Background: an optimization exercise with open tools, aiming at small area. Do not read the settings as production practice. The RTL was checked by simulation tests, not by an equivalence proof against the original design. Power is estimated from default activity; no workload was simulated.

// koki_h74
module koki_h74 (
    input  wire        clk,
    input  wire        rst,
    input  wire        cmd_we,
    input  wire [31:0] cmd,
    output wire [35:0] res,
    output wire [1:0]  status      
);
Size in the first run: about 560 cells after synthesis, ~23 flip-flops, about 73 I/O pins.
export LEC_CHECK = 0
export ABC_AREA = 1
export CAP_MARGIN = 20
export CORE_MARGIN = 2
export CORE_UTILIZATION = 35
export GPL_TIMING_DRIVEN = 0
export SLEW_MARGIN = 20
export SYNTH_HIERARCHICAL = 1
export SYNTH_MEMORY_MAX_BITS = 32768
create_clock -name core_clock -period 7.0 [get_ports {clk}]
standard.sh (not shown) runs the stock make flow with config.mk's settings and CLKGATE_MAP_FILE= SYNTH_SCRIPT=/design/flow/synth_recipe.tcl, a recipe that flattens the netlist after the stock synthesis.
==> flow/flow/run.sh <==
#!/bin/bash
# Own layout flow: the standard layout (standard.sh) with
#  - synthesis by flow/synth.tcl: the standard flow's synthesis script, but ABC maps
#    for area (flow/abc.script) and no adder cells are extracted;
#  - the port buffers that global placement inserts made from buf_1.
# Registers, their names and cell types are those of the standard synthesis.
set -euo pipefail
HERE=$(pwd)
export OWN_ABC_SCRIPT="$HERE/flow/abc.script"
export BUFFER_PORTS_ARGS="-buffer_cell sky130_fd_sc_hd__buf_1"
bash standard.sh SYNTH_SCRIPT="$HERE/flow/synth.tcl" ADDER_MAP_FILE= finish > standard.log 2>&1
==> flow/flow/abc.script <==
strash
dch
map -D 4000
topo
stime -c
==> flow/flow/synth.tcl <==
# The standard flow's synthesis script (synth_recipe.tcl) with two changes: every abc
# call maps with the area-oriented script flow/abc.script, and the caller
# sets ADDER_MAP_FILE empty so no half/full adder cells are extracted.
proc synth {args} { yosys synth -nofsm -noshare {*}$args }
proc abc {args} {
  set i [lsearch -exact $args -script]
  if { $i >= 0 } {
    set args [lreplace $args [expr {$i + 1}] [expr {$i + 1}] $::env(OWN_ABC_SCRIPT)]
  }
  yosys abc {*}$args
}
source $::env(SCRIPTS_DIR)/synth.tcl
# left out here: clear keep_hierarchy, flatten, clean up, hide names made inside functions, write 1_2_yosys.v
Next try:
--- a/flow/config.mk
+++ b/flow/config.mk
@@ -11,0 +12,2 @@
+export CTS_CLUSTER_DIAMETER = 200
+export CTS_CLUSTER_SIZE = 30
- design area does not change
- die area stays the same
- fmax is unchanged

--- another note on this design; it stands on its own ---

==> inputs of job 7951 <==
Design koki_h74, start of the top module:
module koki_h74 (
    input  wire        clk,
    input  wire        rst,
    input  wire        cmd_we,
    input  wire [31:0] cmd,
    output wire [35:0] res,
    output wire [1:0]  status      
);
    reg  [19:0] m_q;
    reg         grid_q, inv_q, ill_q;
    wire [19:0] m_d;
    wire        grid_d, inv_d, ill_d;
    koki_core u_core (
        .cmd_we(cmd_we), .cmd(cmd),
        .m_q(m_q), .grid_q(grid_q), .inv_q(inv_q), .ill_q(ill_q),
        .m_d(m_d), .grid_d(grid_d), .inv_d(inv_d), .ill_d(ill_d),
        .res(res), .status(status)
    );
    always @(posedge clk) begin
        if (rst) begin
            m_q    <= 20'd0;
            grid_q <= 1'b0;
            inv_q  <= 1'b0;
            ill_q  <= 1'b0;
        end else begin
            m_q    <= m_d;
            grid_q <= grid_d;
            inv_q  <= inv_d;
            ill_q  <= ill_d;
        end
    end
endmodule
clock: 7.0 ns
lec_check: 0
abc_area: 1
cap_margin: 20
core_margin: 2
core_utilization: 35
slew_margin: 20
synth_memory_max_bits: 32768
standard.sh (not shown) runs the stock make flow with config.mk's settings and CLKGATE_MAP_FILE= SYNTH_SCRIPT=/design/flow/synth_recipe.tcl, a recipe that flattens the netlist after the stock synthesis.
==> flow/flow/run.sh <==
#!/bin/bash
# Own layout flow: the standard layout (standard.sh), with the port
# buffers that global placement inserts made from the smallest buffer cell.
set -euo pipefail
export BUFFER_PORTS_ARGS="-buffer_cell sky130_fd_sc_hd__buf_1"
bash standard.sh > standard.log 2>&1
==> job 2733 (differences from job 7951) <==
==> flow/run.sh (new file) <==
#!/bin/bash
# synth_recipe.tcl (not shown) runs the flow's synth.tcl, then flattens the netlist and writes it again
# the make line also repeats each setting of config.mk as NAME=value (left out here)
make -C /OpenROAD-flow-scripts/flow DESIGN_CONFIG=/design/flow/config.mk WORK_HOME=/design/flow/orfs CLKGATE_MAP_FILE= SYNTH_SCRIPT=/design/flow/synth_recipe.tcl finish
removed: flow/flow/run.sh
removed: flow/standard.sh
==> results.txt <==
quantity	job 2733	job 7951
Run status	finished clean	finished clean
Total of fill cells in the finished design	1219	1244
Largest fanout of any net on the critical path	9	17
Slew at the pin with the worst max-slew slack	0.888 ns	0.794 ns
Overall global routing resource usage	25.4%	22.8%
Clock group share of total power	20.8%	20.7%
Routed vias	5174	5065
Reg2Reg Setup Slack	5.77 ns	5.88 ns
DR WL/cell	18.4 um	16.5 um
Gp weighted congestion	0.982	0.990
WP buf/inv	5	3
Critical Path AT	6.55 ns	6.31 ns
Max-Slew Margin vs Limit	40.6%	46.9%
Post-route core utilization	44.1%	39.9%

==> afterwards: timing with drivers on the ports <==
In the flow no input, the clock included, has a driving cell. The finished layouts below were timed again as built, in two steps.
Step 1: set_driving_cell puts a clkbuf_16 on clk and a buf_2 on each other input, an assumption about the parent block.
Step 2, shift: input delay + t, output delay - t, t = (earliest + latest rising clock arrival at the registers) / 2. This alone moves slack from input paths to output paths.
Slacks: ideal ports / drivers / drivers and shift; pairs: ideal ports / drivers.
| run | t, ns | slack for setup (ns) | pins driven straight from the clock port |
|---|---|---|---|
| the first run of note 1 | 0.286 | 0.514 / 0.518 / 0.232 | 1 |
| the second run of note 1 | 0.286 | 0.514 / 0.518 / 0.232 | 1 |
| job 7951 | 0.280 | 0.852 / 0.860 / 0.579 | 1 |
| job 2733 | 0.294 | 0.548 / 0.562 / 0.268 | 1 |
After both steps every run listed still meets setup and hold.
